This design comes from an exercise in tuning for small area and a short achievable clock period on the open sky130 flow, not from production work.
Function was checked by simulation only, so behaviour that the tests miss may differ from the original.
Power and IR drop assume default switching activity.

==> flow/run.sh <==
#!/bin/bash
# Layout flow: the standard ORFS flow (standard.sh, unchanged synthesis)
# with three changes to how the layout is made:
#  - timing repair aims at a 6.6 ns setup margin, i.e. below the 10 ns period
#    that the constraints require (which are left as they are);
#  - the clock tree uses clkbuf_16 throughout, with sink clusters of up to 30
#    flip-flops within 60 um;
#  - the port buffers (every input and output still gets one) are buf_2.
# Make's full output goes to flow.log here; each ORFS step also writes its
# own log under orfs/logs/.
set -euo pipefail
CTS="-sink_clustering_enable -repair_clock_nets"
CTS="$CTS -root_buf sky130_fd_sc_hd__clkbuf_16 -tree_buf sky130_fd_sc_hd__clkbuf_16"
CTS="$CTS -sink_clustering_buffer sky130_fd_sc_hd__clkbuf_16 -buf_list {sky130_fd_sc_hd__clkbuf_16}"
CTS="$CTS -sink_clustering_size 30 -sink_clustering_max_diameter 60"
bash standard.sh \
  SETUP_SLACK_MARGIN=6.6 \
  "BUFFER_PORTS_ARGS=-buffer_cell sky130_fd_sc_hd__buf_2" \
  "CTS_ARGS=$CTS" \
  finish > flow.log 2>&1
==> standard.sh <==
#!/bin/bash
# synth_recipe.tcl (not shown) runs the flow's synth.tcl, then flattens the netlist and writes it again
# the make line also repeats each setting of config.mk as NAME=value (left out here)
make -C /OpenROAD-flow-scripts/flow DESIGN_CONFIG=/design/flow/config.mk WORK_HOME=/design/flow/orfs CLKGATE_MAP_FILE= SYNTH_SCRIPT=/design/flow/synth_recipe.tcl "${@:-finish}"
==> config.mk <==
export PLATFORM = sky130hd
export DESIGN_NAME = mremu_duart_ic
export DESIGN_NICKNAME = mremu_duart_ic
export VERILOG_FILES = /design/flow/design.v
export SDC_FILE = /design/flow/constraint.sdc
export NUM_CORES = 4
export LEC_CHECK = 0
export ABC_AREA = 1
export CAP_MARGIN = 20
export CORE_MARGIN = 2
export CORE_UTILIZATION = 60
export SLEW_MARGIN = 20
export SYNTH_MEMORY_MAX_BITS = 8192
export TNS_END_PERCENT = 100
==> constraint.sdc <==
create_clock -name core_clock -period 10.0 [get_ports {clk}]
set_input_delay 2.0000 -clock core_clock [delete_from_list [all_inputs] [get_ports {clk}]]
set_output_delay 2.0000 -clock core_clock [all_outputs]
set_load 0.01 [all_outputs]
==> design.v <==
module duart_chan (
    input  wire       clk,
    input  wire       rst,         
    input  wire       rd_mr,       
    input  wire       rd_rhr,      
    input  wire       wr_mr,       
    input  wire       wr_csr,      
    input  wire       wr_cr,       
    input  wire [7:0] wdata,
    input  wire       rx_valid,    
    input  wire [7:0] rx_data,
    output wire [7:0] mr_rdata,    
    output wire [7:0] rhr_rdata,   
    output wire [7:0] status,      
    output wire [1:0] poll,        
    output wire       tx_en_o
);
    reg        rx_en;
    reg        tx_en;
    reg        mr_ptr;
    reg  [7:0] mr0, mr1;
    reg  [7:0] csr;
    reg  [8:0] rd_ptr;            
    reg  [8:0] wr_ptr;            
    reg  [7:0] count;
    reg  [2:0] phase;
    reg  [7:0] head [0:7];
    reg  [7:0] hv;                
    reg  [7:0] stg  [0:7];
    reg  [7:0] sv;                
    reg  [7:0] p_data;
    reg  [2:0] p_slot;
    reg        ph_q, ps_q;
    reg  [7:0] rf_wdata;
    reg  [2:0] rf_wslot;
    reg        rf_wq;
    reg        fl_q;              
    reg  [4:0] fl_row;            
    reg        fl_lap;
    reg  [4:0] rf_row;            
    reg        rf_lap;
    reg  [7:0] win;               
    reg  empty, c_lt8, c_eq8, c_gt8, c_full, c_gt2;
    assign mr_rdata  = mr_ptr ? mr1 : mr0;
    wire [2:0] rd_slot   = rd_ptr[2:0];
    assign rhr_rdata = empty ? 8'h00 :
                       (rf_wq && rf_wslot == rd_slot) ? rf_wdata :
                       (ph_q && p_slot == rd_slot) ? p_data : head[rd_slot];
    assign status    = {4'b0000, tx_en, tx_en, c_gt2, !empty};
    assign poll      = {!empty, tx_en};
    assign tx_en_o   = tx_en;
    wire [3:0] cmd = wdata[7:4];
    reg rx_en_cmd, tx_en_cmd;
    always @(*) begin
        rx_en_cmd = rx_en;
        if (wdata[0])      rx_en_cmd = 1'b1;
        else if (wdata[1]) rx_en_cmd = 1'b0;
        tx_en_cmd = tx_en;
        if (wdata[2])      tx_en_cmd = 1'b1;
        else if (wdata[3]) tx_en_cmd = 1'b0;
    end
    wire fifo_clear = wr_cr && (cmd == 4'h2);
    wire rx_en_after = fifo_clear ? 1'b0 : (wr_cr ? rx_en_cmd : rx_en);
    wire       do_pop    = rd_rhr && !empty;
    wire       rx_ok     = rx_valid && rx_en_after;
    wire       cmd_ok    = (cmd != 4'h2) && (wdata[0] || (!wdata[1] && rx_en));
    wire       push_head = rx_valid && (wr_cr ? (cmd_ok && c_lt8)
                                              : (rx_en && (c_lt8 || (c_eq8 && rd_rhr))));
    wire       push_stg  = rx_valid && (wr_cr ? (cmd_ok && !c_lt8 && !c_full)
                                              : (rx_en && (rd_rhr ? c_gt8 : (!c_lt8 && !c_full))));
    wire       do_push   = push_head || push_stg;
    wire [2:0] wr_slot   = wr_ptr[2:0];
    reg  [7:0] count_inc, count_dec;
    integer k;
    always @(*) begin
        for (k = 0; k < 8; k = k + 1) begin
            count_inc[k] = count[k] ^ ((count & ((8'd1 << k) - 8'd1)) == ((8'd1 << k) - 8'd1));
            count_dec[k] = count[k] ^ ((count & ((8'd1 << k) - 8'd1)) == 8'd0);
        end
    end
    wire [5:0] flags_inc = {1'b0, count < 8'd7, count == 8'd7, count > 8'd7,
                            count == 8'd254, count > 8'd1};
    wire [5:0] flags_dec = {count == 8'd1, count < 8'd9, count == 8'd9, count > 8'd9,
                            1'b0, count > 8'd3};
    wire [5:0] wr_lane      = wr_ptr[8:3];
    wire [5:0] rd_lane      = rd_ptr[8:3];
    wire [5:0] wr_lane_next = (wr_lane[4:0] == 5'd30) ? {!wr_lane[5], 5'd0} : wr_lane + 6'd1;
    wire [5:0] wr_lane_prev = (wr_lane[4:0] == 5'd0) ? {!wr_lane[5], 5'd30} : wr_lane - 6'd1;
    wire [5:0] rd_lane_next = (rd_lane[4:0] == 5'd30) ? {!rd_lane[5], 5'd0} : rd_lane + 6'd1;
    wire [8:0] wr_inc = (wr_ptr[2:0] == 3'd7) ? {wr_lane_next, 3'd0} : {wr_lane, wr_ptr[2:0] + 3'd1};
    wire [8:0] rd_inc = (rd_ptr[2:0] == 3'd7) ? {rd_lane_next, 3'd0} : {rd_lane, rd_ptr[2:0] + 3'd1};
    wire [5:0] rdi_lane      = rd_inc[8:3];
    wire [5:0] rdi_lane_next = (rdi_lane[4:0] == 5'd30) ? {!rdi_lane[5], 5'd0} : rdi_lane + 6'd1;
    wire [2:0] r       = phase;
    wire [7:0] stg_out = (ps_q && p_slot == r) ? p_data : stg[r];
    wire [2:0] rl       = rd_ptr[2:0];
    wire       ref_pop  = (r == rl) && c_gt8;              
    wire       ref_idle = (r != rl) && !hv[r] && win[r];
    wire       ref_en   = !fifo_clear && (ref_idle || (ref_pop && do_pop));
    wire       bypass   = fl_q && (fl_row == rf_row) && (fl_lap == rf_lap);
    wire [2:0] r1        = phase + 3'd1;
    wire       stg_r1    = push_stg && (wr_slot == r1);
    wire [5:0] fl_next   = (r1 <= wr_ptr[2:0]) ? wr_lane : wr_lane_prev;
    wire [5:0] rf_row0   = (r1 > rd_ptr[2:0]) ? rd_lane : rd_lane_next;
    wire [5:0] rf_row1   = (r1 > rd_inc[2:0]) ? rdi_lane : rdi_lane_next;
    wire [7:0] lane_out [0:30];
    genvar a;
    generate
        for (a = 0; a < 31; a = a + 1) begin : g_lane
            reg [63:0] sh;
            wire ins = fl_q && (fl_row == a);
            assign lane_out[a] = sh[7:0];
            always @(posedge clk)
                sh <= {ins ? stg_out : sh[7:0], sh[63:8]};
        end
    endgenerate
    wire [7:0] ref_data = bypass ? stg_out : lane_out[rf_row];
    integer i;
    always @(posedge clk) begin
        if (rst) begin
            rd_ptr <= 9'd0;
            wr_ptr <= 9'd0;
            count  <= 8'd0;
            {empty, c_lt8, c_eq8, c_gt8, c_full, c_gt2} <= 6'b110000;
            win    <= 8'd0;
            phase  <= 3'd0;
            hv     <= 8'd0;
            sv     <= 8'd0;
            fl_q   <= 1'b0;
        end else begin
            phase <= r1;
            if (fifo_clear) begin
                rd_ptr <= 9'd0;
                wr_ptr <= 9'd0;
                count  <= 8'd0;
                {empty, c_lt8, c_eq8, c_gt8, c_full, c_gt2} <= 6'b110000;
            end else begin
                if (do_pop)
                    rd_ptr <= rd_inc;
                if (do_push)
                    wr_ptr <= wr_inc;
                if (do_pop) begin
                    if (!do_push) begin
                        count <= count_dec;
                        {empty, c_lt8, c_eq8, c_gt8, c_full, c_gt2} <= flags_dec;
                    end
                end else if (do_push) begin
                    count <= count_inc;
                    {empty, c_lt8, c_eq8, c_gt8, c_full, c_gt2} <= flags_inc;
                end
            end
            for (i = 0; i < 8; i = i + 1) begin
                if (fifo_clear || (do_pop && rl == i))
                    hv[i] <= 1'b0;
                if (ref_en && r == i)
                    hv[i] <= 1'b1;
                if (push_head && wr_slot == i)
                    hv[i] <= 1'b1;
                if (fifo_clear || (fl_q && r == i))
                    sv[i] <= 1'b0;
                if (push_stg && wr_slot == i)
                    sv[i] <= 1'b1;
                if (fifo_clear)
                    win[i] <= 1'b0;
                else if (do_pop && rl == i)
                    win[i] <= c_gt8;
                if (push_head && wr_slot == i)
                    win[i] <= 1'b1;
            end
            fl_q <= !fifo_clear && (stg_r1 || sv[r1]);
        end
        {fl_lap, fl_row} <= fl_next;
        {rf_lap, rf_row} <= do_pop ? rf_row1 : rf_row0;
    end
    always @(posedge clk) begin
        p_data   <= rx_data;
        p_slot   <= wr_slot;
        rf_wdata <= ref_data;
        rf_wslot <= r;
        if (rst) begin
            ph_q  <= 1'b0;
            ps_q  <= 1'b0;
            rf_wq <= 1'b0;
        end else begin
            ph_q  <= push_head;
            ps_q  <= push_stg;
            rf_wq <= ref_en;
        end
        for (i = 0; i < 8; i = i + 1) begin
            if (ph_q && p_slot == i)
                head[i] <= p_data;
            else if (rf_wq && rf_wslot == i)
                head[i] <= rf_wdata;
            if (ps_q && p_slot == i)
                stg[i] <= p_data;
        end
    end
    always @(posedge clk) begin
        if (rst) begin
            rx_en  <= 1'b0;
            tx_en  <= 1'b0;
            mr_ptr <= 1'b0;
            mr0    <= 8'h00;
            mr1    <= 8'h00;
            csr    <= 8'h00;
        end else begin
            rx_en <= rx_en_after;
            if (wr_cr)
                tx_en <= tx_en_cmd;
            if (wr_mr) begin
                if (mr_ptr) mr1 <= wdata;
                else        mr0 <= wdata;
            end
            if (wr_csr)
                csr <= wdata;
            if (wr_cr && cmd == 4'h1)
                mr_ptr <= 1'b0;
            else if (rd_mr || wr_mr)
                mr_ptr <= 1'b1;
        end
    end
endmodule
module duart_timer (
    input  wire        clk,
    input  wire        rst,        
    input  wire [2:0]  mode,       
    input  wire [15:0] ctr,        
    input  wire        start,      
    input  wire        stop,       
    input  wire        eval,       
    output wire        fire        
);
    reg        started;
    reg        ack;
    reg [15:0] ctr_l;
    reg        div16;
    reg [21:0] q;
    wire [21:0] interval = div16 ? {1'b0, ctr_l, 5'b00000} : {5'b00000, ctr_l, 1'b0};
    wire at_next = (q[21:1] == 21'd0);
    wire at_cur  = (q[21:1] <= interval[21:1]);
    assign fire = started && (at_next || (at_cur && !ack));
    wire advance = eval && started && at_next;
    wire        mode_ok  = (mode == 3'b110) || (mode == 3'b111);
    wire        start_ok = mode_ok && (ctr != 16'd0);
    wire [21:0] new_q    = mode[0] ? {ctr, 6'b000000} : {4'b0000, ctr, 2'b00};
    wire [21:0] q_dec = at_next ? q : q - 22'd1;
    always @(posedge clk) begin
        if (rst) begin
            started <= 1'b0;
            ack     <= 1'b0;
        end else if (start) begin
            if (start_ok) begin
                started <= 1'b1;
                ack     <= 1'b0;
            end else begin
                started <= 1'b0;
            end
        end else begin
            if (advance)
                ack <= stop;
            else if (stop)
                ack <= 1'b1;
        end
    end
    always @(posedge clk) begin
        if (!rst && start && start_ok) begin
            ctr_l <= ctr;
            div16 <= mode[0];
            q     <= new_q;
        end else if (!rst && !start && advance)
            q <= interval;
        else
            q <= q_dec;
    end
endmodule
module irq_ctrl (
    input  wire        clk,
    input  wire        rst,
    input  wire        cfg_valid,   
    input  wire [3:0]  cfg_code,    
    input  wire [3:0]  cfg_level,
    input  wire [2:0]  cfg_src,
    output wire        cfg_ok,
    input  wire        duart_irq,   
    input  wire [7:1]  ext_irq,     
    output wire [2:0]  poll_level,  
    output wire        duart_polled,
    output wire        duart_present,
    input  wire [3:0]  vec_level,
    input  wire [7:0]  duart_vec,
    input  wire [55:0] ext_vec,     
    output wire [7:0]  vec_out
);
    localparam [2:0] SRC_DUART = 3'd0;
    reg [7:1] present;
    reg [7:1] enabled;
    reg [2:0] src [1:7];
    wire [7:1] active = present & enabled;
    integer l;
    wire [7:0]  src_irq = {ext_irq, duart_irq};
    wire [63:0] src_vec = {ext_vec, duart_vec};
    reg [7:1] req;
    reg [7:1] bound_duart;
    always @(*) begin
        for (l = 1; l <= 7; l = l + 1) begin
            bound_duart[l] = present[l] && (src[l] == SRC_DUART);
            req[l] = active[l] && src_irq[src[l]];
        end
    end
    assign poll_level[2] = |req[7:4];
    assign poll_level[1] = req[7] | req[6] | (~req[5] & ~req[4] & (req[3] | req[2]));
    assign poll_level[0] = req[7] | (~req[6] & (req[5] | (~req[4] & (req[3] | (~req[2] & req[1])))));
    assign duart_polled  = |(bound_duart & enabled);
    assign duart_present = |bound_duart;
    wire [7:1] vlvl;
    wire [7:1] clvl;
    genvar g;
    generate
        for (g = 1; g <= 7; g = g + 1) begin : g_lvl
            assign vlvl[g] = (vec_level == g);
            assign clvl[g] = (cfg_level == g);
        end
    endgenerate
    wire [7:1] vsel = vlvl & active;
    reg  [7:0] src_sel;      
    always @(*) begin
        src_sel = 8'd0;
        for (l = 1; l <= 7; l = l + 1)
            src_sel = src_sel | ({8{vsel[l]}} & (8'd1 << src[l]));
    end
    reg [7:0] vec_or;
    integer s;
    always @(*) begin
        vec_or = 8'h00;
        for (s = 0; s < 8; s = s + 1)
            vec_or = vec_or | ({8{src_sel[s]}} & src_vec[8*s +: 8]);
    end
    assign vec_out = (|vsel) ? vec_or : 8'h0F;
    wire op_add = (cfg_code == 4'd4);
    wire by_src = !cfg_code[0];                  
    wire op_rem = (cfg_code == 4'd5) || (cfg_code == 4'd6);
    wire op_en  = (cfg_code == 4'd7) || (cfg_code == 4'd8);
    wire op_dis = (cfg_code == 4'd9) || (cfg_code == 4'd10);
    reg [7:1] msrc;
    always @(*)
        for (l = 1; l <= 7; l = l + 1)
            msrc[l] = present[l] && (src[l] == cfg_src);
    wire [7:1] fsrc;
    assign fsrc[1] = msrc[1];
    generate
        for (g = 2; g <= 7; g = g + 1) begin : g_first
            assign fsrc[g] = msrc[g] && !(|msrc[g-1:1]);
        end
    endgenerate
    wire [7:1] flvl  = clvl & present;
    wire [7:1] found = by_src ? fsrc : flvl;
    wire [7:1] addv  = clvl & ~present;
    assign cfg_ok = op_add ? (|addv) : (by_src ? (|msrc) : (|flvl));
    always @(posedge clk) begin
        if (rst) begin
            present <= 7'b0001000;    
            enabled <= 7'b0001000;
            for (l = 1; l <= 7; l = l + 1)
                src[l] <= SRC_DUART;
        end else if (cfg_valid) begin
            for (l = 1; l <= 7; l = l + 1) begin
                if (op_add && addv[l]) begin
                    present[l] <= 1'b1;
                    enabled[l] <= 1'b1;
                    src[l]     <= cfg_src;
                end
                if (op_rem && found[l])
                    present[l] <= 1'b0;
                if (op_en && found[l])
                    enabled[l] <= 1'b1;
                if (op_dis && found[l])
                    enabled[l] <= 1'b0;
            end
        end
    end
endmodule
module mremu_duart_ic (
    input  wire        clk,
    input  wire        rst,
    input  wire        op_valid,
    input  wire [3:0]  op_code,
    input  wire [3:0]  op_addr,
    input  wire [7:0]  op_data,
    input  wire [2:0]  op_src,
    output reg         rd_valid,
    output reg  [7:0]  rd_data,
    output reg  [2:0]  ipl,
    input  wire        rx_a_valid,
    input  wire [7:0]  rx_a_data,
    input  wire        rx_b_valid,
    input  wire [7:0]  rx_b_data,
    input  wire        ip_we,
    input  wire [7:0]  ip_data,
    input  wire [7:1]  ext_irq,
    input  wire [55:0] ext_vec,
    output reg         tx_valid,
    output reg         tx_chan,
    output reg  [7:0]  tx_data,
    output wire [7:0]  op_pins
);
    localparam OP_READ   = 4'd0;
    localparam OP_WRITE  = 4'd1;
    localparam OP_POLL   = 4'd2;
    localparam OP_VECTOR = 4'd3;
    localparam OP_RESET  = 4'd11;
    wire is_read   = op_valid && (op_code == OP_READ);
    wire is_write  = op_valid && (op_code == OP_WRITE);
    wire is_poll   = op_valid && (op_code == OP_POLL);
    wire is_vector = op_valid && (op_code == OP_VECTOR);
    wire is_cfg    = op_valid && (op_code[3] ? (!op_code[2] && !(op_code[1] && op_code[0]))
                                             : op_code[2]);
    wire is_icrst  = op_valid && (op_code == OP_RESET);
    reg        standby;
    reg  [7:0] ivr;
    reg  [7:0] imr;
    reg  [7:0] acr;
    reg [15:0] ctr;
    reg  [7:0] opr_n;      
    reg  [5:0] ip_value;
    reg  [5:0] ip_changes;
    assign op_pins = opr_n;
    wire duart_present;
    wire duart_rst = rst || (is_icrst && duart_present);
    wire rd = is_read  && !standby;
    wire wr = is_write && !standby;
    wire [3:0] ra = op_addr;
    wire wake = is_write && standby && (ra == 4'h2 || ra == 4'hA) && (op_data[7:4] == 4'hD);
    wire [7:0] mr_a, rhr_a, sr_a, mr_b, rhr_b, sr_b;
    wire [1:0] poll_a, poll_b;
    wire       tx_en_a, tx_en_b;
    duart_chan u_chan_a (
        .clk(clk), .rst(duart_rst),
        .rd_mr(rd && ra == 4'h0), .rd_rhr(rd && ra == 4'h3),
        .wr_mr(wr && ra == 4'h0), .wr_csr(wr && ra == 4'h1), .wr_cr(wr && ra == 4'h2),
        .wdata(op_data),
        .rx_valid(rx_a_valid), .rx_data(rx_a_data),
        .mr_rdata(mr_a), .rhr_rdata(rhr_a), .status(sr_a), .poll(poll_a), .tx_en_o(tx_en_a)
    );
    duart_chan u_chan_b (
        .clk(clk), .rst(duart_rst),
        .rd_mr(rd && ra == 4'h8), .rd_rhr(rd && ra == 4'hB),
        .wr_mr(wr && ra == 4'h8), .wr_csr(wr && ra == 4'h9), .wr_cr(wr && ra == 4'hA),
        .wdata(op_data),
        .rx_valid(rx_b_valid), .rx_data(rx_b_data),
        .mr_rdata(mr_b), .rhr_rdata(rhr_b), .status(sr_b), .poll(poll_b), .tx_en_o(tx_en_b)
    );
    wire duart_polled;
    wire timer_fire;
    wire isr_read  = rd && (ra == 4'h2 || ra == 4'h5);
    wire timer_eval = isr_read || (is_poll && duart_polled && !standby);
    duart_timer u_timer (
        .clk(clk), .rst(duart_rst),
        .mode(acr[6:4]), .ctr(ctr),
        .start(rd && ra == 4'hE), .stop(rd && ra == 4'hF),
        .eval(timer_eval),
        .fire(timer_fire)
    );
    wire [7:0] isr = {|(ip_changes[3:0] & acr[3:0]), 1'b0, poll_b, timer_fire, 1'b0, poll_a};
    wire       duart_irq = !standby && ((isr & imr) != 8'h00);
    wire [2:0] poll_level;
    wire [7:0] vec_out;
    wire       cfg_ok;
    irq_ctrl u_ic (
        .clk(clk), .rst(rst),
        .cfg_valid(is_cfg), .cfg_code(op_code), .cfg_level(op_addr), .cfg_src(op_src),
        .cfg_ok(cfg_ok),
        .duart_irq(duart_irq), .ext_irq(ext_irq),
        .poll_level(poll_level), .duart_polled(duart_polled), .duart_present(duart_present),
        .vec_level(op_addr), .duart_vec(ivr), .ext_vec(ext_vec),
        .vec_out(vec_out)
    );
    reg [7:0] bus_rdata;
    always @(*) begin
        case (ra)
            4'h0: bus_rdata = mr_a;
            4'h1: bus_rdata = sr_a;
            4'h2: bus_rdata = isr & imr;
            4'h3: bus_rdata = rhr_a;
            4'h4: bus_rdata = {ip_changes[3:0], ip_value[3:0]};
            4'h5: bus_rdata = isr;
            4'h6: bus_rdata = ctr[15:8];
            4'h7: bus_rdata = ctr[7:0];
            4'h8: bus_rdata = mr_b;
            4'h9: bus_rdata = sr_b;
            4'hB: bus_rdata = rhr_b;
            4'hC: bus_rdata = ivr;
            4'hD: bus_rdata = {2'b00, ip_value};
            default: bus_rdata = 8'h00;
        endcase
        if (standby)
            bus_rdata = 8'h00;
    end
    reg [7:0] result;
    always @(*) begin
        case (op_code)
            OP_READ:   result = bus_rdata;
            OP_POLL:   result = {5'b00000, poll_level};
            OP_VECTOR: result = vec_out;
            4'd4, 4'd5, 4'd6, 4'd7, 4'd8, 4'd9, 4'd10:
                       result = {7'b0000000, cfg_ok};
            default:   result = 8'h00;
        endcase
    end
    wire cr_write = wr && (ra == 4'h2 || ra == 4'hA);
    always @(posedge clk) begin
        if (rst) begin
            standby <= 1'b0;
            ip_value <= 6'd0;
        end else begin
            if (wake)
                standby <= 1'b0;
            else if (cr_write && op_data[7:4] == 4'hC)
                standby <= 1'b1;
            if (ip_we)
                ip_value <= ip_data[5:0];
        end
    end
    always @(posedge clk) begin
        if (duart_rst) begin
            ivr <= 8'h0F;
            imr <= 8'h00;
            acr <= 8'h00;
            ctr <= 16'h0000;
            opr_n <= 8'hFF;
        end else if (wr) begin
            case (ra)
                4'h4: acr <= op_data;
                4'h5: imr <= op_data;
                4'h6: ctr[15:8] <= op_data;
                4'h7: ctr[7:0] <= op_data;
                4'hC: ivr <= op_data;
                4'hE: opr_n <= opr_n & ~op_data;
                4'hF: opr_n <= opr_n | op_data;
                default: ;
            endcase
        end
    end
    always @(posedge clk) begin
        if (rst)
            ip_changes <= 6'd0;
        else if (ip_we)
            ip_changes <= ip_value ^ ip_data[5:0];
        else if (duart_rst || (rd && ra == 4'h4))
            ip_changes <= 6'd0;
    end
    always @(posedge clk) begin
        if (rst) begin
            rd_valid <= 1'b0;
            rd_data  <= 8'h00;
            ipl      <= 3'd0;
            tx_valid <= 1'b0;
            tx_chan  <= 1'b0;
            tx_data  <= 8'h00;
        end else begin
            rd_valid <= op_valid;
            rd_data  <= result;
            if (is_poll)
                ipl <= poll_level;
            tx_valid <= 1'b0;
            if (wr && ra == 4'h3 && tx_en_a) begin
                tx_valid <= 1'b1;
                tx_chan  <= 1'b0;
                tx_data  <= op_data;
            end
            if (wr && ra == 4'hB && tx_en_b) begin
                tx_valid <= 1'b1;
                tx_chan  <= 1'b1;
                tx_data  <= op_data;
            end
        end
    end
endmodule
==> qor.tcl, run 1 <==
set qor(outcome) {timing/DRC/antenna clean}
set qor(critical_path.top_delay_family) {simple AND/OR/NAND/NOR gates}
set qor(worst-path-buf-inv) 5
set qor(clock_skew_ns) 0.0702
set qor(synth_top_flop_cell) {sky130_fd_sc_hd__dfxtp_1}
set qor(setup-violations-final) 0
set qor(hold_viol) 0
set qor(drcViolationCount) 0
set qor(fin_worst_hold_slack_ns) 0.303
set qor(core_region_area_mm2) 0.202
set qor(cp_data_required_time_ns) 10.79
set qor(cap_violations) 0
set qor(tritoncts_clock_tree) {done}
set qor(postSynthAreaPerCell_um2) 12.1
set qor(ant_nets) 0
set qor(clock_power_share_pct) 29.5
set qor(hold_path_startpoint) {u_chan_b.g_lane[28].sh[36]}
set qor(final-max-slew-violation-count) 0
set qor(first_pass_iters) 6
set qor(final_nets) 10615
set qor(synth-seq-area-share_pct) 77.9
set qor(count_of_port_buffers_added_during_placement) 139
set qor(cp.arrival_ns) 4.22
set qor(syn-instance-count) 10097
set qor(delay_of_the_slowest_cell_on_the_worst_path_ns) 0.19
set qor(clock_buffer_count_from_cts) 202
set qor(global_route.usage.total_pct) 25.6
set qor(cts_num_sinks) 4610
set qor(floorplan.die.width_um) 455
set qor(overflow) 0
set qor(yosysUniqueCellTypes) 76
set qor(place.detailed.hpwl_mm) 183
set qor(worst-r2r-setup-slack_ns) 6.66
set qor(cellLeakagePower_nw) 54.3
set qor(hold_path_sink) {u_chan_b.g_lane[28].sh[28]}
set qor(worst-slew-pin-transition_ns) 1.15
set qor(postSynth.asyncResetShare_pct) 0
set qor(timing.critical_path.from_type) {input pin}
set qor(power_switching_share_pct) 24.1
set qor(first_global_vias) 66020
set qor(max-clock-path-buffers) 3
set qor(synth_area_leaders) {sky130_fd_sc_hd__dfxtp_1, sky130_fd_sc_hd__edfxtp_1, sky130_fd_sc_hd__nand2_1}
set qor(post-synth-top-area-cell) {sky130_fd_sc_hd__dfxtp_1}
set qor(ctsHtreeMaxLevel) 4
set qor(place.detailed.instances) 12743
set qor(finalNonFillerCells) 13190
set qor(min_path_type) {reg -> reg}
set qor(syn2layout_area_growth_pct) 11.2
set qor(nFillCells) 15231
set qor(p_seq_share_pct) 63.4
set qor(detailed_route_wire_length_mm) 271
set qor(final_critical_path_setup_slack_ns) 6.57
set qor(drt_first_iter_violations) 5940
set qor(synth_top_cells_by_count) {sky130_fd_sc_hd__dfxtp_1, sky130_fd_sc_hd__nand2_1, sky130_fd_sc_hd__inv_1}
set qor(yosysMostFrequentCell) {sky130_fd_sc_hd__dfxtp_1}
set qor(endpoint_kind) {flip-flop}
set qor(fin_crit_sh_pct) 34.3
set qor(routed_via_count_divided_by_cell_count) 5.27
set qor(timing.setup.critical_path_class) {in -> reg}
set qor(multiInputGateArea_mm2) 0.0250
set qor(vdd_ir_drop_max_v) 0.000219
set qor(synth-warning-count) 7
set qor(routed_via_count) 69460
set qor(clk_pin_slew_ns) 0.10
set qor(timing.final.crit_period_ns) 3.43
set qor(grt_max_degree) 44
set qor(critPathMaxFanout) 5
set qor(share_of_total_power_in_combinational_logic_pct) 7.1
set qor(clock_insertion_delay_worst_skew_ns) 0.88
set qor(ff2ff_path_depth) 11
set qor(setup_tns_ns) 0
set qor(synth_enable_flop_cells) 295
set qor(fp-row-count) 165
set qor(postSynthNetCount) 10298
set qor(io_pins) 142
set qor(tightest_slew_margin_relative_to_the_limit_pct) 22.9
set qor(cts_hold_buffers) 0
set qor(p_per_area_mw_per_mm2) 242
set qor(die_height_um) 455
set qor(gpl.final_weighted_congestion) 0.937
set qor(ys_seq_elements) 4610
set qor(clockRootBuffer) {sky130_fd_sc_hd__clkbuf_16}
set qor(timing.rr.end) {u_chan_b.rf_wdata[0]}
set qor(slowest_stage) {sky130_fd_sc_hd__a21oi_2}
set qor(fmaxAchievable_mhz) 291
set qor(grt_pass1_wl_mm) 402
set qor(post_drt_wl_per_cell_um) 20.6
set qor(syn_area_mm2) 0.122
set qor(ff_latch_area_mm2) 0.0953
set qor(place_worst_setup_slack_ns) 4.10
set qor(min_delay_path_depth) 0
set qor(initial_utilization_pct) 60.4
set qor(grt_antenna_before_repair) 8
set qor(power.internal_mw) 24.9
set qor(rsz0062_at_grt) {yes}
set qor(timing.rr.start) {u_chan_b.rf_row[1]}
set qor(switchingPower_mw) 7.92
set qor(crit_path_top_cell_by_count) {sky130_fd_sc_hd__nor2_4}
set qor(timing.critical_path.cells) {buf_6 > nor2_4 > inv_2 > nor2_4 > nand3_4 > buf_6 > nor2_4 > nand2_1 > a21oi_2 > nand3_4 > nand2_8 > buf_12 > inv_8 > nor2_8 > nand4_4 > o22ai_2 > o21ai_1 > a21oi_1}
set qor(post_route_cells_drive_above_1_share_pct) 10.5
set qor(die_area_mm2) 0.207
set qor(post_synth_top_area_share_pct) 70.7
==> state kept, by name, indices dropped and copies added (netlist names), 21 cells and up, named ones only <==
register,cells
u_timer.q,22
u_chan_b.g_lane.sh,1984
u_chan_b.head,64
u_chan_a.head,64
u_chan_a.g_lane.sh,1984
u_ic.src,21
u_chan_a.stg,64
u_chan_b.stg,64
==> metal layers <==
metal	vias up	routed length (µm)	share of wire [%]	track usage, %
met5	-	54	0.020	0
met4	8	8980	3.3	8.53
met3	450	14700	5.4	3.70
met2	1890	121000	44	39.7
met1	33263	127000	47	37.1
li1	33849	-	-	-
==> stage by stage <==
stage	area (µm²)	util [%]	power [mW]
floorplan	123000	-	22.2
global placement	127000	62.6	23.3
detailed placement	127000	62.6	23.4
CTS	135000	66.5	33.0
global route	136000	67.2	34.0
finish	136000	67.2	32.9
==> area by class of cell <==
class                      instances  share of cell area (%)
inverter                         735                    2.18
clock inverter                   100                   0.884
antenna                            3                 0.00553
tap                             2672                    2.46
multi-input combinational       4487                    18.4
clock buffer                     205                    3.78
timing repair buffer             377                    2.18
sequential                      4610                    70.1
timing repair inverter             1                 0.00553
==> kinds of logic (layout without fill, tap and decap cells) <==
group / count (synthesis) / in the layout / synth area share [%]
xor+xnor: 38 / 38 / 0.272
other cells: 0 / 3 / 0
fa+ha+maj: 89 / 89 / 0.911
flops: 4610 / 4610 / 77.9
buf+inv: 1007 / 1418 / 3.15
mux: 6 / 6 / 0.0491
compound gates: 1775 / 1775 / 8.79
simple gates: 2572 / 2579 / 8.92
==> worst reg2reg max path: stages (launching register included) <==
cell                        delay [ns]
sky130_fd_sc_hd__dfxtp_1          0.50
sky130_fd_sc_hd__inv_1            0.17
sky130_fd_sc_hd__nand2_1          0.14
sky130_fd_sc_hd__nor2_1           0.07
sky130_fd_sc_hd__nand2_1          0.34
sky130_fd_sc_hd__inv_1            0.16
sky130_fd_sc_hd__nand2_1          0.09
sky130_fd_sc_hd__o2111ai_1        0.31
sky130_fd_sc_hd__nor4_2           0.77
sky130_fd_sc_hd__nand4_1          0.33
sky130_fd_sc_hd__nor2_1           0.26
sky130_fd_sc_hd__o22ai_1          0.10
==> repair_timing <==
action | 4_1_cts | 5_1_grt
setup buffers | 73 | 54
endpoints found under the hold margin | 0 | 0
resized for setup | 193 | 198
endpoints found under the setup margin | 800 | 355
pin swaps | 36 | 72
gates cloned | 6 | 4
==> layout by cell type (no fill, tap or decap), types with 20 or more instances in the layout <==
| cell | n |
|---|---|
| sky130_fd_sc_hd__o221ai_1 | 32 |
| sky130_fd_sc_hd__dfxtp_1 | 4290 |
| sky130_fd_sc_hd__a221oi_1 | 80 |
| sky130_fd_sc_hd__dfxtp_2 | 20 |
| sky130_fd_sc_hd__nand2_1 | 1373 |
| sky130_fd_sc_hd__clkinv_2 | 21 |
| sky130_fd_sc_hd__clkinvlp_4 | 29 |
| sky130_fd_sc_hd__nor2_2 | 43 |
| sky130_fd_sc_hd__o21ai_1 | 55 |
| sky130_fd_sc_hd__inv_2 | 32 |
| sky130_fd_sc_hd__a22o_1 | 34 |
| sky130_fd_sc_hd__nand4_1 | 77 |
| sky130_fd_sc_hd__o22ai_1 | 105 |
| sky130_fd_sc_hd__xor2_1 | 25 |
| sky130_fd_sc_hd__a31oi_1 | 33 |
| sky130_fd_sc_hd__ha_1 | 80 |
| sky130_fd_sc_hd__a21oi_1 | 418 |
| sky130_fd_sc_hd__or2_2 | 32 |
| sky130_fd_sc_hd__buf_2 | 121 |
| sky130_fd_sc_hd__inv_1 | 644 |
| sky130_fd_sc_hd__nand2_2 | 22 |
| sky130_fd_sc_hd__nor4_1 | 46 |
| sky130_fd_sc_hd__nor2_1 | 496 |
| sky130_fd_sc_hd__nand3_1 | 279 |
| sky130_fd_sc_hd__clkinv_1 | 21 |
| sky130_fd_sc_hd__nor3_1 | 57 |
| sky130_fd_sc_hd__edfxtp_1 | 295 |
| sky130_fd_sc_hd__o21ai_0 | 620 |
| sky130_fd_sc_hd__o2111ai_1 | 29 |
| sky130_fd_sc_hd__a211oi_1 | 28 |
| sky130_fd_sc_hd__nor2_4 | 46 |
| sky130_fd_sc_hd__o211ai_1 | 69 |
| sky130_fd_sc_hd__buf_12 | 21 |
| sky130_fd_sc_hd__buf_6 | 22 |
| sky130_fd_sc_hd__buf_4 | 198 |
| sky130_fd_sc_hd__clkbuf_16 | 206 |
| sky130_fd_sc_hd__o21a_1 | 149 |
==> power groups by stage <==
stage	registers [mW]	clock network [mW]	logic, mW
3_3_place_gp	21.2	0	2.11
3_5_place_dp	21.2	0	2.14
4_1_cts	20.8	9.87	2.27
2_1_floorplan	20.9	0	1.25
5_1_grt	21.0	10.5	2.51
6_report	20.8	9.69	2.34
==> worst max path at each step <==
stage / endpoint / start / depth (start not counted) / slack (ns)
floorplan: u_timer.q[10] / op_code[3] / 13 / 6.10
global placement: u_timer.q[10] / rst / 9 / 4.11
detailed placement: u_timer.q[10] / rst / 9 / 4.10
CTS: u_timer.q[19] / op_addr[1] / 11 / 6.53
global route: ipl[0] / u_timer.div16 / 26 / 6.47
finish: u_chan_a.wr_ptr[8] / op_code[3] / 18 / 6.57
==> inputs of run 2 (changes only) <==
==> flow/run.sh (replaced) <==
#!/bin/bash
# Layout flow: the standard ORFS flow (standard.sh, unchanged synthesis)
# with three changes to how the layout is made:
#  - timing repair aims at a 6.6 ns setup margin, i.e. below the 10 ns period
#    that the constraints require (which are left as they are);
#  - the clock tree uses clkbuf_16 throughout, with sink clusters of up to 26
#    flip-flops within 55 um;
#  - the port buffers (every input and output still gets one) are buf_2.
# Make's full output goes to flow.log here; each ORFS step also writes its
# own log under orfs/logs/.
set -euo pipefail
CTS="-sink_clustering_enable -repair_clock_nets"
CTS="$CTS -root_buf sky130_fd_sc_hd__clkbuf_16 -tree_buf sky130_fd_sc_hd__clkbuf_16"
CTS="$CTS -sink_clustering_buffer sky130_fd_sc_hd__clkbuf_16 -buf_list {sky130_fd_sc_hd__clkbuf_16}"
CTS="$CTS -sink_clustering_size 26 -sink_clustering_max_diameter 55"
bash standard.sh \
  SETUP_SLACK_MARGIN=6.6 \
  "BUFFER_PORTS_ARGS=-buffer_cell sky130_fd_sc_hd__buf_2" \
  "CTS_ARGS=$CTS" \
  finish > flow.log 2>&1
--- a/config.mk
+++ b/config.mk
@@ -8,7 +8,7 @@
 export ABC_AREA = 1
 export CAP_MARGIN = 20
 export CORE_MARGIN = 2
-export CORE_UTILIZATION = 60
+export CORE_UTILIZATION = 70
 export SLEW_MARGIN = 20
 export SYNTH_MEMORY_MAX_BITS = 8192
 export TNS_END_PERCENT = 100
==> qor.tcl, run 2 <==
set qor(ant_nets) 0 ;# unchanged
set qor(first_global_vias) 72128 ;# +9.3%
set qor(detailed_route_wire_length_mm) 289 ;# +6.6%
set qor(max-clock-path-buffers) 3 ;# unchanged
set qor(grt_antenna_before_repair) 5 ;# -3
set qor(vdd_ir_drop_max_v) 0.000261 ;# +19%
set qor(cts_num_sinks) 4610 ;# unchanged
set qor(timing.critical_path.from_type) {input pin}
set qor(clk_pin_slew_ns) 0.10 ;# about the same
set qor(postSynth.asyncResetShare_pct) 0 ;# unchanged
set qor(ys_seq_elements) 4610 ;# unchanged
set qor(timing.rr.start) {u_chan_b.rd_ptr[0]}
set qor(overflow) 0 ;# unchanged
set qor(worst-slew-pin-transition_ns) 1.10 ;# -0.0483 ns
set qor(final_nets) 10620 ;# +0.047%
set qor(hold_viol) 0 ;# unchanged
set qor(die_area_mm2) 0.178 ;# -14%
set qor(nFillCells) 10121 ;# -34%
set qor(outcome) {timing/DRC/antenna clean}
set qor(rsz0062_at_grt) {yes}
set qor(syn2layout_area_growth_pct) 11.0
set qor(clock_skew_ns) 0.0432 ;# -0.0269 ns
set qor(timing.setup.critical_path_class) {in -> reg}
set qor(post-synth-top-area-cell) {sky130_fd_sc_hd__dfxtp_1}
set qor(first_pass_iters) 8 ;# +2
set qor(tritoncts_clock_tree) {done}
set qor(postSynthAreaPerCell_um2) 12.1 ;# unchanged
set qor(clock_insertion_delay_worst_skew_ns) 0.90 ;# +0.02 ns
set qor(initial_utilization_pct) 70.4 ;# +10 points
set qor(synth_top_flop_cell) {sky130_fd_sc_hd__dfxtp_1}
set qor(synth-warning-count) 7 ;# unchanged
set qor(fp-row-count) 153 ;# -7.3%
set qor(core_region_area_mm2) 0.174 ;# -14%
set qor(timing.critical_path.cells) {buf_4 > inv_1 > buf_12 > nand2_8 > nor2_2 > buf_4 > clkinvlp_4 > a311oi_2}
set qor(drt_first_iter_violations) 7226 ;# +22%
set qor(min_path_type) {reg -> reg}
set qor(post_drt_wl_per_cell_um) 22.5 ;# +9.6%
set qor(crit_start) {rst}
set qor(synth_area_leaders) {sky130_fd_sc_hd__dfxtp_1, sky130_fd_sc_hd__edfxtp_1, sky130_fd_sc_hd__nand2_1}
set qor(synth_top_cells_by_count) {sky130_fd_sc_hd__dfxtp_1, sky130_fd_sc_hd__nand2_1, sky130_fd_sc_hd__inv_1}
set qor(fin_crit_sh_pct) 34.4 ;# +0.076 points
set qor(clock_buffer_count_from_cts) 222 ;# +9.9%
set qor(hold_path_startpoint) {u_chan_b.g_lane[0].sh[10]}
set qor(postSynthNetCount) 10298 ;# unchanged
set qor(ff2ff_path_depth) 11 ;# unchanged
set qor(die_height_um) 422 ;# -7.4%
set qor(floorplan.die.width_um) 422 ;# -7.4%
set qor(drcViolationCount) 0 ;# unchanged
set qor(post_route_cells_drive_above_1_share_pct) 10.3 ;# -0.18 points
set qor(min_delay_path_depth) 0 ;# unchanged
set qor(worst-path-buf-inv) 5 ;# unchanged
set qor(timing.final.crit_period_ns) 3.44 ;# +0.00757 ns
set qor(post_synth_top_area_share_pct) 70.7 ;# unchanged
set qor(syn_area_mm2) 0.122 ;# unchanged
set qor(place.detailed.hpwl_mm) 182 ;# -0.51%
set qor(cp.arrival_ns) 4.21 ;# about the same
set qor(global_route.usage.total_pct) 31.9 ;# +6.3 points
set qor(ctsHtreeMaxLevel) 4 ;# unchanged
set qor(cp_data_required_time_ns) 10.77 ;# -0.02 ns
set qor(tightest_slew_margin_relative_to_the_limit_pct) 26.0 ;# +3.2 points
set qor(mostFrequentLayoutCell) {sky130_fd_sc_hd__dfxtp_1}
set qor(hold_path_sink) {u_chan_b.g_lane[0].sh[2]}
set qor(count_of_port_buffers_added_during_placement) 139 ;# unchanged
set qor(synth-seq-area-share_pct) 77.9 ;# unchanged
set qor(yosysMostFrequentCell) {sky130_fd_sc_hd__dfxtp_1}
set qor(fmaxAchievable_mhz) 291 ;# -0.22%
set qor(routed_via_count) 72361 ;# +4.2%
set qor(layout.cells.most_common_list) {sky130_fd_sc_hd__dfxtp_1, sky130_fd_sc_hd__nand2_1, sky130_fd_sc_hd__inv_1}
set qor(gpl.final_weighted_congestion) 0.988 ;# +5.4%
set qor(critical_path.top_delay_family) {buffers and inverters}
set qor(grt_max_degree) 53 ;# +20%
set qor(slowest_stage) {sky130_fd_sc_hd__clkinvlp_4}
set qor(syn-instance-count) 10097 ;# unchanged
set qor(crit_path_top_cell_by_count) {sky130_fd_sc_hd__buf_4}
set qor(timing.rr.end) {rd_data[3]}
set qor(setup-violations-final) 0 ;# unchanged
set qor(grt_pass1_wl_mm) 434 ;# +7.8%
set qor(p_per_area_mw_per_mm2) 247 ;# +2.1%
set qor(critPathMaxFanout) 39 ;# +34
set qor(io_pins) 142 ;# unchanged
set qor(synth_enable_flop_cells) 295 ;# unchanged
set qor(final-max-slew-violation-count) 0 ;# unchanged
set qor(cap_violations) 0 ;# unchanged
set qor(power_mw) 33.5 ;# +1.9%
set qor(setup_tns_ns) 0 ;# unchanged
set qor(yosysUniqueCellTypes) 76 ;# unchanged
set qor(largest_registers) {u_chan_a.g_lane.sh: 1984 flops, u_chan_b.g_lane.sh: 1984 flops}
set qor(worst-r2r-setup-slack_ns) 6.56 ;# -0.10 ns
set qor(cts_hold_buffers) 0 ;# unchanged
set qor(cellLeakagePower_nw) 54.4 ;# +0.15%
set qor(routed_via_count_divided_by_cell_count) 5.64 ;# +7.0%
set qor(endpoint_kind) {flip-flop}
set qor(clockRootBuffer) {sky130_fd_sc_hd__clkbuf_16}
set qor(delay_of_the_slowest_cell_on_the_worst_path_ns) 0.57 ;# +0.38 ns
==> run 2: cell count changes in the layout (fill, tap and decap cells not counted), sizes merged <==
cell	previous run	this run
clkinv	68	41
clkbuf	210	231
buf	372	358
inv	734	746
diode	3	5
bufbuf	0	1
clkinvlp	29	28
nand2	1428	1429
nor2	588	587
==> run 2: kinds of logic (layout without fill, tap and decap cells) <==
| group | Yosys count | count (layout) | synth area share, % |
|---|---|---|---|
| AO/OA/AOI/OAI | 1775 | 1775 | 8.79 |
| XOR/XNOR | 38 | 38 | 0.272 |
| adder cells (fa/ha/maj) | 89 | 89 | 0.911 |
| buffers and inverters | 1007 | 1410 | 3.15 |
| flip-flops | 4610 | 4610 | 77.9 |
| multiplexers | 6 | 6 | 0.0491 |
| other | 0 | 5 | 0 |
| AND/OR/NAND/NOR | 2572 | 2579 | 8.92 |
==> run 2: worst max-delay path by stage <==
stage,cells after the start,to
2_1_floorplan,13,u_timer.q[10]
3_3_place_gp,9,u_timer.q[8]
3_5_place_dp,9,u_timer.q[9]
4_1_cts,13,u_timer.q[3]
5_1_grt,12,u_chan_b.sv[0]
6_report,8,u_chan_b.c_gt2
==> run 2: worst register-to-register path, stage by stage (launching register included) <==
cell	delay, ns
sky130_fd_sc_hd__dfxtp_1	0.49
sky130_fd_sc_hd__inv_1	0.21
sky130_fd_sc_hd__ha_1	0.32
sky130_fd_sc_hd__nand2_1	0.14
sky130_fd_sc_hd__clkinvlp_4	0.24
sky130_fd_sc_hd__a22o_1	0.30
sky130_fd_sc_hd__a2111oi_1	0.66
sky130_fd_sc_hd__nand2_1	0.11
sky130_fd_sc_hd__a21oi_1	0.38
sky130_fd_sc_hd__o2111ai_1	0.23
sky130_fd_sc_hd__nand2_1	0.12
sky130_fd_sc_hd__a21oi_1	0.07
==> run 2: what timing repair did <==
item	4_1_cts	5_1_grt
pin swaps	33	67
resized for setup	179	197
hold endpoints to repair	0	0
setup buffers	69	51
setup endpoints to repair	747	285
cloned	6	3
==> run 2: where the power goes <==
part	internal (mW)	switching [mW]	total (mW)	leakage (nW)
clock network	4.36	5.83	10.2	3.32
logic	0.699	1.69	2.39	13.4
registers	20.2	0.690	20.9	37.6
==> run 2: metrics by stage <==
stage	utilization (%)	std cells	cell area [µm²]	setup slack, ns	hold WS [ns]
after floorplan	-	10097	123000	6.10	0.310
after global placement	72.7	12388	126000	4.61	0.309
after detailed placement	72.7	12391	126000	4.59	0.312
after CTS	77.4	12778	134000	6.55	0.318
after global routing	78.1	12833	136000	6.47	0.324
final	78.1	12837	136000	6.56	0.319
==> run 2: per-layer routing <==
metal  GRT usage [%]  wire, µm  vias up
li1                -         -    33845
met1            43.5    123000    35068
met2            52.2    136000     2780
met3            4.18     17600      666
met4            12.5     12500        2
met5               0        13        -
==> run 2: area by class of cell <==
class	count	area, µm²	share of cell area (%)
Antenna cell	5	12.5	0.00923
Multi-Input combinational cell	4487	24800	18.3
Timing Repair Buffer	363	2950	2.18
Tap cell	2325	2910	2.14
Inverter	735	2970	2.19
Clock buffer	227	5680	4.19
Clock inverter	85	1030	0.761
Sequential cell	4610	95300	70.2
==> inputs of run 3 (changes only) <==
--- a/design.v
+++ b/design.v
@@ -551,27 +551,24 @@
     always @(posedge clk) begin
         if (rst) begin
             rd_valid <= 1'b0;
-            rd_data  <= 8'h00;
             ipl      <= 3'd0;
             tx_valid <= 1'b0;
-            tx_chan  <= 1'b0;
-            tx_data  <= 8'h00;
         end else begin
             rd_valid <= op_valid;
-            rd_data  <= result;
             if (is_poll)
                 ipl <= poll_level;
-            tx_valid <= 1'b0;
-            if (wr && ra == 4'h3 && tx_en_a) begin
-                tx_valid <= 1'b1;
-                tx_chan  <= 1'b0;
-                tx_data  <= op_data;
-            end
-            if (wr && ra == 4'hB && tx_en_b) begin
-                tx_valid <= 1'b1;
-                tx_chan  <= 1'b1;
-                tx_data  <= op_data;
-            end
+            tx_valid <= (wr && ra == 4'h3 && tx_en_a) || (wr && ra == 4'hB && tx_en_b);
+        end
+    end
+    always @(posedge clk) begin
+        rd_data <= result;
+        if (wr && ra == 4'h3 && tx_en_a) begin
+            tx_chan <= 1'b0;
+            tx_data <= op_data;
+        end
+        if (wr && ra == 4'hB && tx_en_b) begin
+            tx_chan <= 1'b1;
+            tx_data <= op_data;
         end
     end
 endmodule
==> flow/run.sh (replaced) <==
#!/bin/bash
# Layout flow: the standard ORFS flow (standard.sh, unchanged synthesis)
# with three changes to how the layout is made:
#  - timing repair aims at a 6.6 ns setup margin, i.e. below the 10 ns period
#    that the constraints require (which are left as they are);
#  - the clock tree uses clkbuf_16 throughout, with sink clusters of up to 30
#    flip-flops within 60 um;
#  - the port buffers (every input and output still gets one) are buf_2.
# Make's full output goes to flow.log here; each ORFS step also writes its
# own log under orfs/logs/.
set -euo pipefail
CTS="-sink_clustering_enable -repair_clock_nets"
CTS="$CTS -root_buf sky130_fd_sc_hd__clkbuf_16 -tree_buf sky130_fd_sc_hd__clkbuf_16"
CTS="$CTS -sink_clustering_buffer sky130_fd_sc_hd__clkbuf_16 -buf_list {sky130_fd_sc_hd__clkbuf_16}"
CTS="$CTS -sink_clustering_size 30 -sink_clustering_max_diameter 60"
bash standard.sh \
  SETUP_SLACK_MARGIN=6.6 \
  "BUFFER_PORTS_ARGS=-buffer_cell sky130_fd_sc_hd__buf_2" \
  "CTS_ARGS=$CTS" \
  finish > flow.log 2>&1
--- a/config.mk
+++ b/config.mk
@@ -8,7 +8,7 @@
 export ABC_AREA = 1
 export CAP_MARGIN = 20
 export CORE_MARGIN = 2
-export CORE_UTILIZATION = 70
+export CORE_UTILIZATION = 60
 export SLEW_MARGIN = 20
 export SYNTH_MEMORY_MAX_BITS = 8192
 export TNS_END_PERCENT = 100
==> qor.tcl, run 3 <==
set qor(grt_max_degree) 42 ;# -21%
set qor(tritoncts_clock_tree) {done}
set qor(nFillCells) 14881 ;# +47%
set qor(clock_insertion_delay_worst_skew_ns) 0.89 ;# about the same
set qor(largest_registers) {u_chan_a.g_lane.sh: 1984 flops, u_chan_b.g_lane.sh: 1984 flops}
set qor(fp-row-count) 165 ;# +7.8%
set qor(post_route_cells_drive_above_1_share_pct) 10.7 ;# +0.42 points
set qor(vdd_ir_drop_max_v) 0.000214 ;# -18%
set qor(postSynthNetCount) 10223 ;# -0.73%
set qor(io_pins) 142 ;# unchanged
set qor(count_of_port_buffers_added_during_placement) 139 ;# unchanged
set qor(finalNonFillerCells) 13170 ;# +2.6%
set qor(worstSetupPathDepth) 15 ;# +7
set qor(max-clock-path-buffers) 3 ;# unchanged
set qor(fmaxAchievable_mhz) 287 ;# -1.1%
set qor(mostFrequentLayoutCell) {sky130_fd_sc_hd__dfxtp_1}
set qor(place.detailed.instances) 12694 ;# +2.4%
set qor(power_mw) 33.0 ;# -1.5%
set qor(finish.utilization_pct) 67.3 ;# -11 points
set qor(post_synth_top_area_share_pct) 70.8 ;# +0.086 points
set qor(critical_path.top_delay_family) {simple AND/OR/NAND/NOR gates}
set qor(post-synth-top-area-cell) {sky130_fd_sc_hd__dfxtp_1}
set qor(timing.critical_path.cells) {buf_4 > nor2_2 > nand3_4 > clkinvlp_4 > or2_2 > nand2_1 > nand2_4 > nor4_4 > nor2_4 > buf_6 > nor2_4 > buf_6 > inv_6 > o21ai_4 > a21oi_2}
set qor(cp_data_required_time_ns) 10.76 ;# about the same
set qor(hold_viol) 0 ;# unchanged
set qor(critical_path.endpoint) {u_chan_b.wr_ptr[3]}
set qor(final_nets) 10589 ;# -0.29%
set qor(first_pass_iters) 8 ;# unchanged
set qor(min_delay_path_depth) 0 ;# unchanged
set qor(detailed_place.area_mm2) 0.126 ;# +0.14%
set qor(final-max-slew-violation-count) 0 ;# unchanged
set qor(detailed_route_wire_length_mm) 270 ;# -6.5%
set qor(ff2ff_path_depth) 10 ;# -1
set qor(fin_crit_sh_pct) 34.8 ;# +0.40 points
set qor(syn-instance-count) 10022 ;# -0.74%
set qor(die_area_mm2) 0.207 ;# +16%
set qor(timing.rr.start) {u_chan_a.rf_row[4]}
set qor(delay_of_the_slowest_cell_on_the_worst_path_ns) 0.31 ;# -0.26 ns
set qor(slowest_stage) {sky130_fd_sc_hd__or2_2}
set qor(synth_top_cells_by_count) {sky130_fd_sc_hd__dfxtp_1, sky130_fd_sc_hd__nand2_1, sky130_fd_sc_hd__inv_1}
set qor(ant_nets) 0 ;# unchanged
set qor(drt_first_iter_violations) 5687 ;# -21%
set qor(postSynthAreaPerCell_um2) 12.2 ;# +0.44%
set qor(timing.setup.critical_path_class) {in -> reg}
set qor(timing.final.crit_period_ns) 3.48 ;# +0.0399 ns
set qor(clock_buffer_count_from_cts) 203 ;# -8.6%
set qor(multiInputGateArea_mm2) 0.0244 ;# -1.5%
set qor(gpl.final_weighted_congestion) 0.933 ;# -5.6%
set qor(cellLeakagePower_nw) 54.4 ;# about the same
set qor(die_height_um) 455 ;# +7.8%
set qor(synth-warning-count) 7 ;# unchanged
set qor(cap_violations) 0 ;# unchanged
set qor(timing.rr.end) {u_chan_a.rf_wdata[7]}
set qor(core_region_area_mm2) 0.202 ;# +16%
set qor(endpoint_kind) {flip-flop}
set qor(ctsHtreeMaxLevel) 4 ;# unchanged
set qor(place.detailed.hpwl_mm) 181 ;# -0.58%
set qor(rsz0062_at_grt) {yes}
set qor(final_design_area_no_fill_mm2) 0.136 ;# +0.31%
set qor(layout.cells.most_common_list) {sky130_fd_sc_hd__dfxtp_1, sky130_fd_sc_hd__nand2_1, sky130_fd_sc_hd__inv_1}
set qor(initial_utilization_pct) 60.3 ;# -10 points
set qor(post_drt_wl_per_cell_um) 20.5 ;# -8.9%
set qor(synth_area_leaders) {sky130_fd_sc_hd__dfxtp_1, sky130_fd_sc_hd__edfxtp_1, sky130_fd_sc_hd__nand2_1}
set qor(min_path_type) {reg -> reg}
set qor(ff_latch_area_mm2) 0.0954 ;# about the same
set qor(cts_hold_buffers) 0 ;# unchanged
set qor(grt_antenna_before_repair) 11 ;# +6
set qor(crit_start) {op_data[7]}
set qor(drcViolationCount) 0 ;# unchanged
set qor(timing.critical_path.from_type) {input pin}
set qor(syn_area_mm2) 0.122 ;# -0.31%
set qor(critPathMaxFanout) 12 ;# -69%
set qor(setup-violations-final) 0 ;# unchanged
set qor(outcome) {timing/DRC/antenna clean}
set qor(postSynth.asyncResetShare_pct) 0 ;# unchanged
set qor(cts_num_sinks) 4610 ;# unchanged
set qor(p_per_area_mw_per_mm2) 243 ;# -1.8%
set qor(grt_pass1_wl_mm) 398 ;# -8.2%
set qor(synth_enable_flop_cells) 303 ;# +2.7%
set qor(first_global_vias) 65536 ;# -9.1%
set qor(syn2layout_area_growth_pct) 11.6
set qor(worst-slew-pin-transition_ns) 1.13 ;# +0.0327 ns
set qor(tightest_slew_margin_relative_to_the_limit_pct) 24.6 ;# -1.4 points
set qor(floorplan.die.width_um) 455 ;# +7.8%
set qor(yosysMostFrequentCell) {sky130_fd_sc_hd__dfxtp_1}
set qor(worst-r2r-setup-slack_ns) 6.63 ;# +0.07 ns
set qor(cp.arrival_ns) 4.24 ;# +0.03 ns
set qor(setup_tns_ns) 0 ;# unchanged
set qor(synth_top_flop_cell) {sky130_fd_sc_hd__dfxtp_1}
set qor(synth-seq-area-share_pct) 78.2 ;# +0.31 points
set qor(overflow) 0 ;# unchanged
set qor(global_route.usage.total_pct) 25.5 ;# -6.4 points
set qor(yosysUniqueCellTypes) 71 ;# -6.6%
set qor(clockRootBuffer) {sky130_fd_sc_hd__clkbuf_16}
set qor(worst-path-buf-inv) 5 ;# unchanged
set qor(ys_seq_elements) 4610 ;# unchanged
set qor(clock_skew_ns) 0.0676 ;# +0.0243 ns
set qor(routed_via_count) 69387 ;# -4.1%
set qor(clk_pin_slew_ns) 0.10 ;# about the same
set qor(routed_via_count_divided_by_cell_count) 5.27 ;# -6.5%
## run 3: cell types whose count changed in the layout (fill, tap and decap cells not counted), sizes merged, moves of 14 or more
cell | before | now
inv | 746 | 709
o211ai | 69 | 55
nand4 | 78 | 99
clkinv | 41 | 57
a221oi | 97 | 118
nand3 | 302 | 266
o22ai | 106 | 121
buf | 358 | 402
a21oi | 426 | 384
o21a | 149 | 164
## run 3: metal layers
layer  share of wire (%)  track usage [%]
met4                 3.3             8.73
met3                 5.0             3.38
met5                   0                0
met2                  46             40.7
met1                  46             36.0
## run 3: power by group
| part | internal (mW) | total (mW) | leakage [nW] | switching [mW] |
|---|---|---|---|---|
| clock network | 4.16 | 9.88 | 3.22 | 5.72 |
| registers | 20.1 | 20.7 | 37.8 | 0.577 |
| logic | 0.741 | 2.43 | 13.4 | 1.69 |
## run 3: worst reg2reg max path, stage by stage (launching register included)
cell and delay, ns:
sky130_fd_sc_hd__dfxtp_2 0.53, sky130_fd_sc_hd__inv_1 0.30, sky130_fd_sc_hd__nand2_2 0.26, sky130_fd_sc_hd__clkinvlp_4 0.23, sky130_fd_sc_hd__buf_4 0.20, sky130_fd_sc_hd__a221oi_1 0.30
sky130_fd_sc_hd__o221ai_1 0.36, sky130_fd_sc_hd__nor4_4 0.42, sky130_fd_sc_hd__nand4_1 0.33, sky130_fd_sc_hd__o211ai_1 0.18, sky130_fd_sc_hd__o21ai_0 0.12
## run 3: logic make-up (layout without fill, tap and decap cells)
kind of cell,count (synthesis),after routing,synth area share (%)
flops,4610,4610,78.2
simple gates,2566,2569,8.80
compound gates,1741,1741,8.69
buf+inv,970,1435,3.02
fa+ha+maj,89,89,0.914
xor+xnor,38,38,0.273
mux,8,8,0.0678
other cells,0,8,0
## run 3: per-stage QoR
stage	hold WS (ns)	setup slack (ns)
finish	0.297	6.52
global route	0.297	6.48
CTS	0.303	6.35
detailed placement	0.312	4.18
global placement	0.309	4.22
floorplan	0.310	6.00
## run 3: area by class of cell
cell class	instances	area share (%)
antenna	8	0.0147
clock buffer	207	3.81
clock inverter	100	0.997
inverter	710	2.13
multi-input combinational	4445	17.9
sequential	4610	70.1
tap	2672	2.46
timing repair buffer	416	2.55
timing repair inverter	2	0.00920
## run 3: what timing repair did
| action | CTS | global route |
|---|---|---|
| setup buffers | 82 | 68 |
| gates cloned | 7 | 4 |
| resized for setup | 198 | 208 |
| pin swaps | 38 | 62 |
| setup endpoints to repair | 644 | 378 |
## run 3: worst min-delay path by stage
stage          slack [ns]                       from                        end
2_1_floorplan        0.31   u_chan_a.g_lane[0].sh[8]   u_chan_a.g_lane[0].sh[0]
4_1_cts              0.30  u_chan_a.g_lane[0].sh[22]  u_chan_a.g_lane[0].sh[14]
3_5_place_dp         0.31  u_chan_a.g_lane[0].sh[12]   u_chan_a.g_lane[0].sh[4]
3_3_place_gp         0.31  u_chan_b.g_lane[2].sh[56]  u_chan_b.g_lane[2].sh[48]
5_1_grt              0.30  u_chan_a.g_lane[0].sh[22]  u_chan_a.g_lane[0].sh[14]
6_report             0.30  u_chan_a.g_lane[0].sh[22]  u_chan_a.g_lane[0].sh[14]
==> inputs of run 4 (changes only) <==
==> flow/run.sh (replaced) <==
#!/bin/bash
# Layout flow: the standard ORFS flow (standard.sh, unchanged synthesis)
# with three changes to how the layout is made:
#  - timing repair aims at a 6.5 ns setup margin, i.e. below the 10 ns period
#    that the constraints require (which are left as they are);
#  - the clock tree uses clkbuf_16 throughout, with sink clusters of up to 32
#    flip-flops within 64 um;
#  - the port buffers (every input and output still gets one) are buf_2.
# Make's full output goes to flow.log here; each ORFS step also writes its
# own log under orfs/logs/.
set -euo pipefail
CTS="-sink_clustering_enable -repair_clock_nets"
CTS="$CTS -root_buf sky130_fd_sc_hd__clkbuf_16 -tree_buf sky130_fd_sc_hd__clkbuf_16"
CTS="$CTS -sink_clustering_buffer sky130_fd_sc_hd__clkbuf_16 -buf_list {sky130_fd_sc_hd__clkbuf_16}"
CTS="$CTS -sink_clustering_size 32 -sink_clustering_max_diameter 64"
bash standard.sh \
  SETUP_SLACK_MARGIN=6.5 \
  "BUFFER_PORTS_ARGS=-buffer_cell sky130_fd_sc_hd__buf_2" \
  "CTS_ARGS=$CTS" \
  finish > flow.log 2>&1
==> qor.tcl, run 4 <==
set qor(postSynthNetCount) 10223 ;# unchanged
set qor(count_of_port_buffers_added_during_placement) 139 ;# unchanged
set qor(synth_area_leaders) {sky130_fd_sc_hd__dfxtp_1, sky130_fd_sc_hd__edfxtp_1, sky130_fd_sc_hd__nand2_1}
set qor(vdd_ir_drop_max_v) 0.000210 ;# -1.7%
set qor(worst-path-buf-inv) 4 ;# -1
set qor(clockRootBuffer) {sky130_fd_sc_hd__clkbuf_16}
set qor(tritoncts_clock_tree) {done}
set qor(global_route.usage.total_pct) 25.6 ;# +0.071 points
set qor(gpl.final_weighted_congestion) 0.935 ;# +0.26%
set qor(timing.setup.critical_path_class) {in -> reg}
set qor(first_pass_iters) 6 ;# -2
set qor(die_height_um) 455 ;# unchanged
set qor(io_pins) 142 ;# unchanged
set qor(clock_skew_ns) 0.0499 ;# -0.0177 ns
set qor(gr-max-usage-layer) {met2}
set qor(hold_path_startpoint) {u_chan_b.g_lane[3].sh[53]}
set qor(yosysUniqueCellTypes) 71 ;# unchanged
set qor(grt_max_degree) 42 ;# unchanged
set qor(timing.rr.start) {u_chan_a.rf_row[4]}
set qor(ys_seq_elements) 4610 ;# unchanged
set qor(clock_insertion_delay_worst_skew_ns) 0.88 ;# about the same
set qor(delay_of_the_slowest_cell_on_the_worst_path_ns) 0.43 ;# +0.12 ns
set qor(fraction_of_met3_tracks_used_by_global_routing_pct) 3.27 ;# -0.11 points
set qor(largest_registers) {u_chan_a.g_lane.sh: 1984 flops, u_chan_b.g_lane.sh: 1984 flops}
set qor(min_delay_path_depth) 0 ;# unchanged
set qor(clock_buffer_count_from_cts) 189 ;# -6.9%
set qor(outcome) {timing/DRC/antenna clean}
set qor(critical_path.top_delay_family) {simple AND/OR/NAND/NOR gates}
set qor(floorplan.die.width_um) 455 ;# unchanged
set qor(timing.rr.end) {u_chan_a.rf_wdata[1]}
set qor(drcViolationCount) 0 ;# unchanged
set qor(post-synth-top-area-cell) {sky130_fd_sc_hd__dfxtp_1}
set qor(detailed_route_wire_length_mm) 269 ;# -0.69%
set qor(met2_usage_pct) 40.7 ;# +0.045 points
set qor(final-max-slew-violation-count) 0 ;# unchanged
set qor(layout.cells.most_common_list) {sky130_fd_sc_hd__dfxtp_1, sky130_fd_sc_hd__nand2_1, sky130_fd_sc_hd__inv_1}
set qor(finalNonFillerCells) 13110 ;# -0.46%
set qor(tightest_slew_margin_relative_to_the_limit_pct) 16.1 ;# -8.5 points
set qor(post_synth_top_area_share_pct) 70.8 ;# unchanged
set qor(final_nets) 10544 ;# -0.42%
set qor(setup-violations-final) 0 ;# unchanged
set qor(ctsHtreeMaxLevel) 4 ;# unchanged
set qor(cellLeakagePower_nw) 53.8 ;# -1.0%
set qor(timing.critical_path.from_type) {input pin}
set qor(synth_top_flop_cell) {sky130_fd_sc_hd__dfxtp_1}
set qor(synth-warning-count) 7 ;# unchanged
set qor(slowest_stage) {sky130_fd_sc_hd__buf_2}
set qor(die_area_mm2) 0.207 ;# unchanged
set qor(worst-r2r-setup-slack_ns) 6.51 ;# -0.12 ns
set qor(cp_data_required_time_ns) 10.73 ;# -0.03 ns
set qor(overflow) 0 ;# unchanged
set qor(cap_violations) 0 ;# unchanged
set qor(ff2ff_path_depth) 9 ;# -1
set qor(ant_nets) 0 ;# unchanged
set qor(place.detailed.instances) 12706 ;# +0.095%
set qor(core_region_area_mm2) 0.202 ;# unchanged
set qor(mostFrequentLayoutCell) {sky130_fd_sc_hd__dfxtp_1}
set qor(grt_pass1_wl_mm) 400 ;# +0.43%
set qor(initial_utilization_pct) 60.3 ;# unchanged
set qor(yosysMostFrequentCell) {sky130_fd_sc_hd__dfxtp_1}
set qor(syn-instance-count) 10022 ;# unchanged
set qor(first_global_vias) 65538 ;# +0.0031%
set qor(timing.final.crit_period_ns) 3.60 ;# +0.120 ns
set qor(worst-slew-pin-transition_ns) 1.26 ;# +0.128 ns
set qor(drt_first_iter_violations) 5888 ;# +3.5%
set qor(setup_tns_ns) 0 ;# unchanged
set qor(fp-row-count) 165 ;# unchanged
set qor(clk_pin_slew_ns) 0.11 ;# about the same
set qor(synth_enable_flop_cells) 303 ;# unchanged
set qor(fmaxAchievable_mhz) 278 ;# -3.3%
set qor(critPathMaxFanout) 13 ;# +1
run 4: cell counts after synthesis:
No cell type changed its count.
run 4: stage by stage:
step	setup WS (ns)	util (%)	cell area, µm²	hold slack, ns	total power, mW
2_1_floorplan	6.00	-	122000	0.310	22.1
3_5_place_dp	4.28	62.5	126000	0.312	23.3
4_1_cts	6.48	66.1	133000	0.285	32.6
3_3_place_gp	4.27	62.5	126000	0.310	23.2
6_report	6.40	66.6	135000	0.292	32.5
5_1_grt	6.36	66.6	135000	0.271	33.6
run 4: cell families after synthesis:
kind of cell               count (synthesis)  share of synthesized area (%)
AOI/OAI and AO/OA                       1741                           8.69
xor gates and xnor gates                  38                          0.273
adders and majority gates                 89                          0.914
buffers and inverters                    970                           3.02
DFF                                     4610                           78.2
muxes                                      8                         0.0678
and+or+nand+nor                         2566                           8.80
run 4: what timing repair did:
item / 4_1_cts / 5_1_grt
pin swaps: 21 / 49
buffers inserted: 62 / 48
gates resized for setup: 140 / 161
gates cloned: 6 / 1
endpoints found under the setup margin: 568 / 254
run 4: power breakdown:
group          internal [mW]  total [mW]  switching (mW)
Combinational          0.703        2.34            1.63
Sequential              20.1        20.7           0.580
Clock                   3.85        9.42            5.57
Total                   24.7        32.5            7.78
run 4: worst max-delay path by stage:
stage | slack, ns | to | from | cells after the start
after floorplan | 6.00 | u_chan_b.count[3] | op_code[0] | 17
after global placement | 4.27 | u_chan_b.count[5] | op_code[0] | 19
after detailed placement | 4.28 | u_chan_b.count[5] | op_code[0] | 19
after CTS | 6.48 | u_chan_b.count[5] | op_addr[3] | 19
after global routing | 6.36 | rd_data[0] | op_addr[2] | 17
final | 6.40 | u_chan_b.count[4] | op_data[0] | 14
run 4: area by class of cell:
class | instances | area (µm²)
Sequential cell | 4610 | 95300
Fill cell | 14991 | 67600
Multi-Input combinational cell | 4444 | 24100
Clock buffer | 192 | 4800
Tap cell | 2672 | 3340
Timing Repair Buffer | 386 | 2990
Inverter | 710 | 2850
Clock inverter | 91 | 1130
Timing Repair inverter | 2 | 15.0
Antenna cell | 3 | 7.51
run 4: per-layer routing:
metal / vias to the layer above / routed length (µm)
met5: - / 0
met4: 0 / 9390
met3: 484 / 13100
met2: 1872 / 122000
met1: 32940 / 124000
li1: 33658 / -

-- re-timing with driven ports --
The flow's constraints put no driver on any port. The routed layouts listed below were extracted and timed again, unchanged, in two steps. Step 1: set_driving_cell puts a clkbuf_16 on clk and a buf_2 on each other input, an assumption about the parent block. Step 2, shift: input delay + t, output delay - t, t = (earliest + latest rising clock arrival at the registers) / 2. This alone moves slack from input paths to output paths. Slacks: ideal ports / drivers / drivers and shift; pairs: ideal ports / drivers.
run	t (ns)	setup WS [ns]	latest minus earliest clock arrival (ns)	worst register clock-pin slew, ns	worst data-port slew with drivers (ns)
run 1	0.933	6.565 / 6.565 / 5.661	0.077 / 0.077	0.11 / 0.11	0.15
run 2	0.970	6.558 / 6.551 / 5.645	0.047 / 0.047	0.11 / 0.11	0.13
run 3	0.950	6.518 / 6.538 / 5.612	0.071 / 0.071	0.11 / 0.11	0.16
run 4	0.939	6.398 / 6.425 / 5.487	0.051 / 0.051	0.12 / 0.12	0.14
After both steps every run listed still meets setup and hold. For run 2, which loses most, drivers alone change the setup slack by -0.007 ns; drivers and shift together by -0.913 ns.
